This design comes from an exercise in tuning for small area, a short achievable clock period and few clock cycles on the open sky130 flow, not from production work.
In this exercise RTL edits were held to simulation tests only and were not proved equivalent to the original.

### flow/design.v
module cmux_rx (
    input  wire        clk,
    input  wire        rst,
    input  wire        in_valid,
    input  wire [7:0]  in_data,
    output wire        in_ready,
    output wire        fr_valid,
    input  wire        fr_ready,
    output wire        fr_hdr,
    output wire [7:0]  fr_data,
    output wire [5:0]  fr_dlci,
    output wire        fr_cr,
    output wire [7:0]  fr_ctrl,
    output wire [5:0]  fr_len,
    output wire        idle,
    output reg  [31:0] cnt_rxframes,
    output reg  [31:0] cnt_skipped,
    output reg  [31:0] cnt_oversize,
    output reg  [31:0] cnt_bad_close,
    output reg  [31:0] cnt_bad_fcs
);
    localparam        CAP  = 64;
    localparam [7:0]  FLAG = 8'hF9;
    localparam [2:0] S_WAIT  = 3'd0,   
                     S_PARSE = 3'd1,   
                     S_SCAN  = 3'd2,   
                     S_CRC   = 3'd3,   
                     S_CHK   = 3'd4,   
                     S_HDR   = 3'd5,   
                     S_DATA  = 3'd6;   
    localparam [1:0] C_GARBAGE   = 2'd0,
                     C_OVERSIZE  = 2'd1,
                     C_BAD_CLOSE = 2'd2,
                     C_BAD_FCS   = 2'd3;
    function [7:0] fcstab;
        input [7:0] i;
        integer k;
        reg [7:0] c;
        begin
            c = i;
            for (k = 0; k < 8; k = k + 1)
                c = c[0] ? ((c >> 1) ^ 8'hE0) : (c >> 1);
            fcstab = c;
        end
    endfunction
    reg [7:0]  acc [0:CAP-1];    
    reg [5:0]  head;             
    reg [6:0]  count;            
    reg [2:0]  state;
    reg [6:0]  idx;              
    reg [1:0]  cause;            
    reg [7:0]  crc;
    reg [2:0]  hlen;             
    reg [5:0]  plen;             
    reg [6:0]  tlen;             
    wire [7:0] s0 = acc[head];
    wire [7:0] s1 = acc[head + 6'd1];
    wire [7:0] s2 = acc[head + 6'd2];
    wire [7:0] s3 = acc[head + 6'd3];
    wire [7:0] s4 = acc[head + 6'd4];
    wire [5:0] idx_addr = head + idx[5:0];
    wire [7:0] s_idx = acc[idx_addr];
    wire        one_octet = s3[0];
    wire [14:0] len_dec   = one_octet ? {8'd0, s3[7:1]} : {s4, s3[7:1]};
    wire [2:0]  h_dec     = one_octet ? 3'd4 : 3'd5;
    wire [15:0] t_dec     = {1'b0, len_dec} + {13'd0, h_dec} + 16'd2;
    wire [5:0]  close_addr = head + t_dec[5:0] - 6'd1;
    wire [7:0]  s_close   = acc[close_addr];
    wire accept = in_valid && in_ready;
    wire [5:0] tail = head + count[5:0];
    assign in_ready = (state == S_WAIT);
    assign idle     = (state == S_WAIT);
    assign fr_valid = (state == S_HDR) || (state == S_DATA);
    assign fr_hdr   = (state == S_HDR);
    assign fr_data  = s_idx;
    assign fr_dlci  = s1[7:2];
    assign fr_cr    = s1[1];
    assign fr_ctrl  = s2;
    assign fr_len   = plen;
    always @(posedge clk) begin
        if (accept)
            acc[tail] <= in_data;
    end
    always @(posedge clk) begin
        if (rst) begin
            state         <= S_WAIT;
            head          <= 6'd0;
            count         <= 7'd0;
            idx           <= 7'd0;
            cause         <= C_GARBAGE;
            crc           <= 8'hFF;
            hlen          <= 3'd4;
            plen          <= 6'd0;
            tlen          <= 7'd0;
            cnt_rxframes  <= 32'd0;
            cnt_skipped   <= 32'd0;
            cnt_oversize  <= 32'd0;
            cnt_bad_close <= 32'd0;
            cnt_bad_fcs   <= 32'd0;
        end else begin
            case (state)
                S_WAIT: begin
                    if (accept) begin
                        count <= count + 7'd1;
                        state <= S_PARSE;
                    end
                end
                S_PARSE: begin
                    if (count == 7'd0) begin
                        state <= S_WAIT;
                    end else if (s0 != FLAG) begin
                        cause <= C_GARBAGE;
                        idx   <= 7'd1;
                        state <= S_SCAN;
                    end else if (count < 7'd2) begin
                        state <= S_WAIT;
                    end else if (s1 == FLAG) begin
                        head        <= head + 6'd1;
                        count       <= count - 7'd1;
                        cnt_skipped <= cnt_skipped + 32'd1;
                    end else if (count < 7'd4 || (!one_octet && count < 7'd5)) begin
                        state <= S_WAIT;
                    end else if (t_dec > 16'd64) begin
                        cause <= C_OVERSIZE;
                        idx   <= 7'd1;
                        state <= S_SCAN;
                    end else if ({9'd0, count} < t_dec) begin
                        state <= S_WAIT;
                    end else if (s_close != FLAG) begin
                        cause <= C_BAD_CLOSE;
                        idx   <= 7'd1;
                        state <= S_SCAN;
                    end else begin
                        hlen  <= h_dec;
                        plen  <= len_dec[5:0];
                        tlen  <= t_dec[6:0];
                        crc   <= 8'hFF;
                        idx   <= 7'd1;
                        state <= S_CRC;
                    end
                end
                S_SCAN: begin
                    if (idx == count || s_idx == FLAG) begin
                        head  <= head + idx[5:0];
                        count <= count - idx;
                        case (cause)
                            C_GARBAGE:   cnt_skipped   <= cnt_skipped + {25'd0, idx};
                            C_OVERSIZE:  cnt_oversize  <= cnt_oversize + 32'd1;
                            C_BAD_CLOSE: cnt_bad_close <= cnt_bad_close + 32'd1;
                            default:     cnt_bad_fcs   <= cnt_bad_fcs + 32'd1;
                        endcase
                        state <= S_PARSE;
                    end else begin
                        idx <= idx + 7'd1;
                    end
                end
                S_CRC: begin
                    crc <= fcstab(crc ^ s_idx);
                    idx <= idx + 7'd1;
                    if (idx == tlen - 7'd3)
                        state <= S_CHK;
                end
                S_CHK: begin
                    if (~crc == s_idx) begin
                        state <= S_HDR;
                    end else begin
                        cause <= C_BAD_FCS;
                        idx   <= 7'd1;
                        state <= S_SCAN;
                    end
                end
                S_HDR: begin
                    if (fr_ready) begin
                        if (plen == 6'd0) begin
                            head         <= head + tlen[5:0];
                            count        <= count - tlen;
                            cnt_rxframes <= cnt_rxframes + 32'd1;
                            state        <= S_PARSE;
                        end else begin
                            idx   <= {4'd0, hlen};
                            state <= S_DATA;
                        end
                    end
                end
                S_DATA: begin
                    if (fr_ready) begin
                        if (idx == {4'd0, hlen} + {1'b0, plen} - 7'd1) begin
                            head         <= head + tlen[5:0];
                            count        <= count - tlen;
                            cnt_rxframes <= cnt_rxframes + 32'd1;
                            state        <= S_PARSE;
                        end else begin
                            idx <= idx + 7'd1;
                        end
                    end
                end
                default: state <= S_WAIT;
            endcase
        end
    end
endmodule
### flow/run.sh
#!/bin/bash
# synth_recipe.tcl (not shown) runs the flow's synth.tcl, then flattens the netlist and writes it again
# the make line also repeats each setting of config.mk as NAME=value (left out here)
make -C /OpenROAD-flow-scripts/flow DESIGN_CONFIG=/design/flow/config.mk WORK_HOME=/design/flow/orfs CLKGATE_MAP_FILE= SYNTH_SCRIPT=/design/flow/synth_recipe.tcl finish
### flow/constraint.sdc
create_clock -name core_clock -period 12.0 [get_ports {clk}]
set_input_delay 2.4000 -clock core_clock [delete_from_list [all_inputs] [get_ports {clk}]]
set_output_delay 2.4000 -clock core_clock [all_outputs]
set_load 0.01 [all_outputs]
### flow/config.mk
export PLATFORM = sky130hd
export DESIGN_NAME = cmux_rx
export DESIGN_NICKNAME = cmux_rx
export VERILOG_FILES = /design/flow/design.v
export SDC_FILE = /design/flow/constraint.sdc
export NUM_CORES = 4
export LEC_CHECK = 0
export CAP_MARGIN = 20
export CORE_MARGIN = 2
export CORE_UTILIZATION = 30
export SLEW_MARGIN = 20
==> results.txt <==
-- cell families after synthesis --
group	synth area share [%]
flip-flops	37.2
adder cells (fa/ha/maj)	1.78
XOR/XNOR	3.91
AO/OA/AOI/OAI	6.89
multiplexers	34.0
buffers and inverters	3.54
AND/OR/NAND/NOR	12.8
-- worst paths after layout --
kind                                      start         endpoint  slack, ns  cells after the start
worst min-delay path            cnt_skipped[31]  cnt_skipped[31]       0.49                      2
worst max register to register          head[0]          tlen[4]       1.93                     26
worst min register to register  cnt_skipped[31]  cnt_skipped[31]       0.49                      2
worst max-delay path                    head[0]          tlen[4]       1.93                     26
-- layout make-up --
cell class	count	area, um^2	share of cell area (%)
Sequential cell	725	19700	32.8
Clock inverter	47	502	0.837
Clock buffer	94	2140	3.56
Antenna cell	11	27.5	0.0459
Multi-Input combinational cell	3082	31600	52.7
Timing Repair Buffer	297	2780	4.63
Inverter	86	323	0.539
Tap cell	2340	2930	4.89
-- placed cells by master (no fill, tap or decap), types with 39 or more instances in the layout --
master | Yosys | routed
dfxtp_1 | 213 | 208
and3_1 | 48 | 48
xnor2_1 | 102 | 93
mux2_2 | 47 | 47
nand4_1 | 97 | 97
inv_1 | 80 | 79
nor2_1 | 346 | 345
nand2_1 | 308 | 305
a21oi_1 | 112 | 112
mux4_2 | 678 | 678
mux2i_1 | 207 | 207
buf_4 | 29 | 96
nand3_1 | 156 | 152
clkbuf_16 | 0 | 81
xor2_1 | 122 | 118
edfxtp_1 | 512 | 512
o21ai_0 | 92 | 92
nor3_1 | 66 | 65
ha_1 | 64 | 59
a211oi_1 | 39 | 39
clkdlybuf4s50_1 | 0 | 195
-- worst max-delay path: stages, from the launching register on --
cell	delay, ns
dfxtp_4	0.75
buf_12	0.57
buf_4	0.81
mux2i_1	0.35
nand2_1	0.08
a32oi_1	0.24
a31oi_1	0.18
o32a_1	0.50
inv_2	0.24
ha_1	0.27
inv_1	0.09
ha_1	0.34
ha_1	0.30
inv_1	0.04
ha_2	0.32
clkinv_1	0.93
buf_4	0.59
nor4_1	0.24
o21ai_0	0.12
nand2_1	0.09
mux2i_1	0.07
a211oi_1	0.54
mux4_2	0.47
mux2i_1	0.30
or4_1	0.85
or3_1	0.40
a21oi_1	0.16
-- routing by layer --
| layer | part of all wire, % | vias up |
|---|---|---|
| met5 | 0.053 | - |
| met4 | 6.6 | 20 |
| met3 | 13 | 688 |
| met2 | 42 | 3523 |
| met1 | 38 | 22019 |
| li1 | - | 17119 |
-- stage by stage --
| step | std cells | setup slack, ns |
|---|---|---|
| detailed placement | 6529 | 2.44 |
| finish | 6682 | 1.93 |
| global placement | 6529 | 2.56 |
| global route | 6672 | 1.66 |
| floorplan | 4195 | 2.58 |
| CTS | 6670 | 2.36 |
-- state kept, by name (all words and copies together), names as in the netlist, 7 cells and up, named ones only --
| signal | cells |
|---|---|
| acc | 512 |
| cnt_bad_close | 32 |
| cnt_bad_fcs | 32 |
| cnt_oversize | 32 |
| cnt_rxframes | 32 |
| cnt_skipped | 32 |
| crc | 8 |
| count | 7 |
| idx | 7 |
| tlen | 7 |
==> results by group <==
Die
  – Ports: roughly 210
  – CORE AREA: 0.176 mm^2
  – FP Rows: between 150 and 200
  – Die height: 424 um
  – Die ar.: 0.180 mm^2
  – Die Wd: around 420 um
  – Initial core utilization: 30.1%

Synthesis
  – Synth top area cells: edfxtp_1 29%, mux4_2 29%, dfxtp_1 8.1%
  – Top-count cell post-synth: mux4_2
  – Post-synth top cells: 678 x mux4_2, 512 x edfxtp_1, 346 x nor2_1, 308 x nand2_1, 213 x dfxtp_1
  – #FFs+latches synth: 725
  – Library cells used by synthesis: approximately 110
  – Sequential area share after synthesis: about 37%
  – EDFF count, synth: approximately 510
  – Synthesized area: 0.0528 mm^2
  – Syn. warnings: 1
  – Syn avg cell area: 12.6 um^2
  – Synth async-reset ratio: 0%
  – Gate count after technology mapping: 4195
  – Area leader, netlist: edfxtp_1
  – Yosys top cell area share: 29.1%
  – Mapped Nets: 4278
  – Post-synth top flop: edfxtp_1

CTS
  – Total CTS buffers: ~80
  – CTS tree: built
  – Post_cts resized: 0
  – Worst-path clk slew: 0.07 ns
  – H-Tree Depth: 3
  – Post-CTS repair timing setup buffer count: 0
  – Sink Count: 725
  – Longest Clk Path Bufs: 3
  – Post-CTS Hold Buffers: 0
  – CTS root buffer: clkbuf_16
  – Worst-Skew Late Latency: 0.74 ns

Placement
  – IO buf count: 204
  – Dpl hpwl: around 170000 um
  – Gpl congestion: 1.03
  – Placed Area: between 0.05 and 0.06 mm^2

Layout
  – Finished Core Util: between 30% and 40%
  – Area Overhead vs Synth: 13.4%
  – Fill cells: 17115
  – Finished Cell Area: 0.0599 mm^2
  – # nets final: 4353
  – Layout cells sized above 1: 23.8%

Drt
  – Drt drc: 0
  – DR vias: roughly 43000
  – WL final: 233000 um
  – Drt wl/cell: between 30 and 40 um
  – Vias per inst: 6.49
  – DRT antenna net count: 0
  – Drt first pass iters: 8
  – Drt initial violations: 6515

STA
  – Fin. Hold Viols: 0
  – Slew @ Worst Pin: 1.24 ns
  – Setup TNS Final: 0 ns
  – WHS: ~0.49 ns
  – Final setup fails: 0
  – Fmax: 99.3 MHz
  – RSZ-0062 raised after global routing: no
  – Fin Clk Skew: ~0.048 ns
  – Final period utilization: 84.0%
  – Final Max Tran Viols: 0
  – Slew headroom: 14.9%
  – Tmin final: 10.07 ns

Setup path
  – Kind of critical path: register to register
  – Worst-path fanout max: 110
  – Crit path required time: 12.64 ns
  – Critical Path Source Type: register
  – Critical path capture point type: register
  – Critical path arrival: 10.72 ns

GRT
  – Antenna violations before repair: 14
  – Met3 Resource Use GR: 9.20%
  – Gr busiest metal: met2
  – Gr ovfl total: 0
  – Pin count of the biggest net entering global routing: 127
  – Met2 usage: 36.0%
  – Vias in the first global route: 40733
  – First-pass GRT wire length: approximately 330000 um
  – Global routing usage on met1: between 30% and 40%
  – GRT Util Overall: 25.3%

Status
  – Status: no timing/DRC/antenna violations

Hold path
  – Worst min-delay path class: register to register

Job
  – Max-cap violations: 0
Testbench counts, summed over its fixed seeds: cycles 197,704.

[separate check: timing with driven ports]
The flow's constraints put no driver on any port. The routed layout listed below was extracted and timed again, unchanged, in two steps.
Step 1 assumes that a clkbuf_16 drives the clock port and a buf_2 every other input.
Step 2 times the ports against the registers' clock, not the clock port: input delays grow and output delays shrink by t, the midpoint of the rising clock arrivals with the driver on.
a / b / c = ideal / step 1 / step 2; a / b = the first two.
t, ns: 0.806
setup WS [ns]: 1.926 / 1.926 / 1.926
clock arrival spread, ns: 0.047 / 0.048
worst slew at a driven data input, ns: 0.07
After both steps setup and hold are still met in this run. The setup slack of this run moves by 0.000 ns with the drivers and by 0.000 ns with both steps.
